Source: an optimization exercise on an open RTL-to-GDS flow (aim: small area, a short achievable clock period and few clock cycles per item). Production flows keep margins and buffers that such runs may drop.

Design ble_tx, start of the top module:
module ble_tx (
    input  wire       clk,
    input  wire       rst,
    input  wire       start_valid,
    output wire       start_ready,
    input  wire [5:0] start_channel,
    input  wire [1:0] start_phy,
    input  wire [4:0] start_plen,
    input  wire       in_valid,
    output wire       in_ready,
    input  wire [7:0] in_data,
    output reg        out_valid,
    input  wire       out_ready,
    output reg  [7:0] out_data,
    output reg        out_last
);
For scale: roughly 1200 cells after synthesis, about 380 flip-flops, ~38 I/O pins, about 0.016 sq mm of cells after synthesis.
==> flow/config.mk <==
export PLATFORM = sky130hd
export DESIGN_NAME = ble_tx
export DESIGN_NICKNAME = ble_tx
export VERILOG_FILES = /design/flow/design.v
export SDC_FILE = /design/flow/constraint.sdc
export NUM_CORES = 4
export LEC_CHECK = 0
export CAP_MARGIN = 20
export CORE_MARGIN = 2
export CORE_UTILIZATION = 40
export CTS_BUF_LIST = sky130_fd_sc_hd__clkbuf_16
export CTS_CLUSTER_DIAMETER = 100
export CTS_CLUSTER_SIZE = 24
export PLACE_DENSITY = 0.6
export SETUP_SLACK_MARGIN = 2.7
export SLEW_MARGIN = 20
==> flow/constraint.sdc <==
create_clock -name core_clock -period 5.0 [get_ports {clk}]
set_input_delay 1.0000 -clock core_clock [delete_from_list [all_inputs] [get_ports {clk}]]
set_output_delay 1.0000 -clock core_clock [all_outputs]
set_load 0.01 [all_outputs]
standard.sh (not shown) runs the stock make flow with config.mk's settings and CLKGATE_MAP_FILE= SYNTH_SCRIPT=/design/flow/synth_recipe.tcl, a recipe that flattens the netlist after the stock synthesis.
==> flow/flow/run.sh <==
#!/bin/bash
# The standard layout, with real buffers (not delay cells) on the ports.
set -euo pipefail
export BUFFER_PORTS_ARGS="-buffer_cell sky130_fd_sc_hd__buf_4"
bash standard.sh finish > layout.log 2>&1
Then changed:
--- a/flow/design.v
+++ b/flow/design.v
@@ -144,24 +144,21 @@
                      O_FRM  = 2'd2,    
                      O_TERM = 2'd3;    
     localparam [46:0] HDR_A0_S2 = {10'h000, 37'h092e71f762};
     localparam [46:0] HDR_A1_S2 = {10'h3ff, 37'h0f99a8e07a};
     localparam [46:0] HDR_A0_S8 = {10'h000, 37'h092e71f77c};
     localparam [46:0] HDR_A1_S8 = {10'h3ff, 37'h0f99a8e06c};
     reg [1:0] oph;
     reg [5:0] ocnt;         
     reg [1:0] o_phy;
     reg [2:0] fec;          
-    reg       sk_v;
-    reg [7:0] sk_d;
-    reg       sk_l;
-    wire adv   = !sk_v;
+    wire adv   = !out_valid || out_ready;
     wire coded = o_phy[1];
     wire s8    = o_phy[0];
     wire e_b  = (oph == O_FRM) && fb[7];
     wire e_a1 = e_b ^ fec[1] ^ fec[2];
     wire e_a0 = e_a1 ^ fec[0];
     reg [7:0] s2_byte;
     reg [2:0] s2_fec;
     always @(*) begin : s2calc
         integer k;
         reg b, x1, x0;
@@ -233,21 +230,20 @@
     always @(posedge clk) begin
         if (rst) begin
             busy      <= 1'b0;
             pend      <= 1'b0;
             ld_act    <= 1'b0;
             in_rdy    <= 1'b0;
             aph       <= A_IDLE;
             rb_v      <= 1'b0;
             fb_v      <= 1'b0;
             oph       <= O_IDLE;
-            sk_v      <= 1'b0;
             out_valid <= 1'b0;
         end else begin
             if (start_fire) begin
                 busy   <= 1'b1;
                 pend   <= 1'b1;
                 ld_act <= 1'b1;
             end
             if (in_fire && in_last)
                 ld_act <= 1'b0;
             in_rdy <= (start_fire || (ld_act && !(in_fire && in_last))) &&
@@ -278,30 +274,22 @@
                     O_FRM: if (fb_done && fb_last) oph <= coded ? O_TERM : O_IDLE;
                     O_TERM: if (ocnt == 6'd0) oph <= O_IDLE;
                     default: ;
                 endcase
             end
             if (pstart) begin
                 pend <= 1'b0;
                 oph  <= O_HDR;
                 aph  <= A_H0;
             end
-            if (!out_valid || out_ready) begin
-                if (sk_v) begin
-                    out_valid <= 1'b1;
-                    sk_v      <= 1'b0;
-                end else begin
-                    out_valid <= emit;
-                end
-            end else if (emit) begin
-                sk_v <= 1'b1;
-            end
+            if (adv)
+                out_valid <= emit;
         end
     end
     always @(posedge clk) begin
         if (start_fire) begin
             s_ch  <= start_channel;
             s_phy <= start_phy;
             s_len <= {1'b0, start_plen} + 6'd6;
             wcnt  <= 6'd0;
             a_rd  <= 1'b0;
         end
@@ -322,39 +310,38 @@
                     acnt <= 3'd2;
                     a_rd <= 1'b1;
                 end
                 A_PAY:  acnt <= 3'd2;
                 default: ;
             endcase
         end
         if (fb_load) begin
             fb      <= bsrc ^ wbyte(lfsr);
             fb_last <= rb_last;
-            crc     <= rb_crc ? {crc[15:0], 8'h00} : crc8(crc, bsrc);
+            if (rb_crc)
+                crc <= {crc[15:0], 8'h00};
+            else if (!rb_h0 && !rb_h1)
+                crc <= crc8(crc, rev8(rb));
             lfsr    <= lfsr8(lfsr);
         end else if (emit && oph == O_FRM) begin
             fb <= s8 ? {fb[6:0], 1'b0} : {fb[3:0], 4'h0};
         end
         if (emit) begin
             if (oph == O_FRM || oph == O_TERM)
                 fec <= s8 ? {fec[1:0], e_b} : s2_fec;
             ocnt <= ocnt - ((oph == O_FRM && !s8) ? 6'd4 : 6'd1);
             if (oph == O_FRM && fb_done && fb_last)
                 ocnt <= s8 ? 6'd2 : 6'd0;
         end
         if (pstart) begin
             o_phy <= s_phy;
             ocnt  <= s_phy[1] ? 6'd46 : (s_phy[0] ? 6'd5 : 6'd4);
             fec   <= 3'd0;
-            crc   <= CRC_INIT;
+            crc   <= crc8(crc8(CRC_INIT, 8'h40), rev8({2'b00, s_len}));
             lfsr  <= {s_ch[0], s_ch[1], s_ch[2], s_ch[3], s_ch[4], s_ch[5], 1'b1};
         end
-        if (!out_valid || out_ready) begin
-            out_data <= sk_v ? sk_d : nb;
-            out_last <= sk_v ? sk_l : nl;
-        end
-        if (!sk_v) begin
-            sk_d <= nb;
-            sk_l <= nl;
+        if (adv) begin
+            out_data <= nb;
+            out_last <= nl;
         end
     end
 endmodule
Count of clock-buffer cells in the layout went down by 1.
Cell count falls by 5.9%.
Routed wire length drops by 7.0%.
Maximum frequency increases by 1.2%.
Utilization falls by 2.8 points.
Non-clock buffer count decreases by 65.
No run of this note included a check of the RTL's function; only the layout flow was run.

## port drivers added, routing unchanged
In the flow no input, the clock included, has a driving cell. The finished layouts below were timed again as built, in two steps. Step 1 assumes that a clkbuf_16 drives the clock port and a buf_2 every other input. Step 2 times the ports against the registers' clock, not the clock port: input delays grow and output delays shrink by t, the midpoint of the rising clock arrivals with the driver on. Slacks: ideal / step 1 / step 2; pairs: ideal / step 1.
run | t, ns | setup slack, ns | hold slack, ns | clock arrival spread, ns | pins driven straight from the clock port
the first run | 0.584 | 2.597 / 2.597 / 2.250 | 0.444 / 0.444 / 0.444 | 0.018 / 0.018 | 1
the second run | 0.575 | 2.626 / 2.626 / 2.129 | 0.454 / 0.454 / 0.454 | 0.020 / 0.021 | 1
After both steps every run listed still meets setup and hold. The setup slack of the second run, which loses most, moves by 0.000 ns with the drivers and by -0.497 ns with both steps.
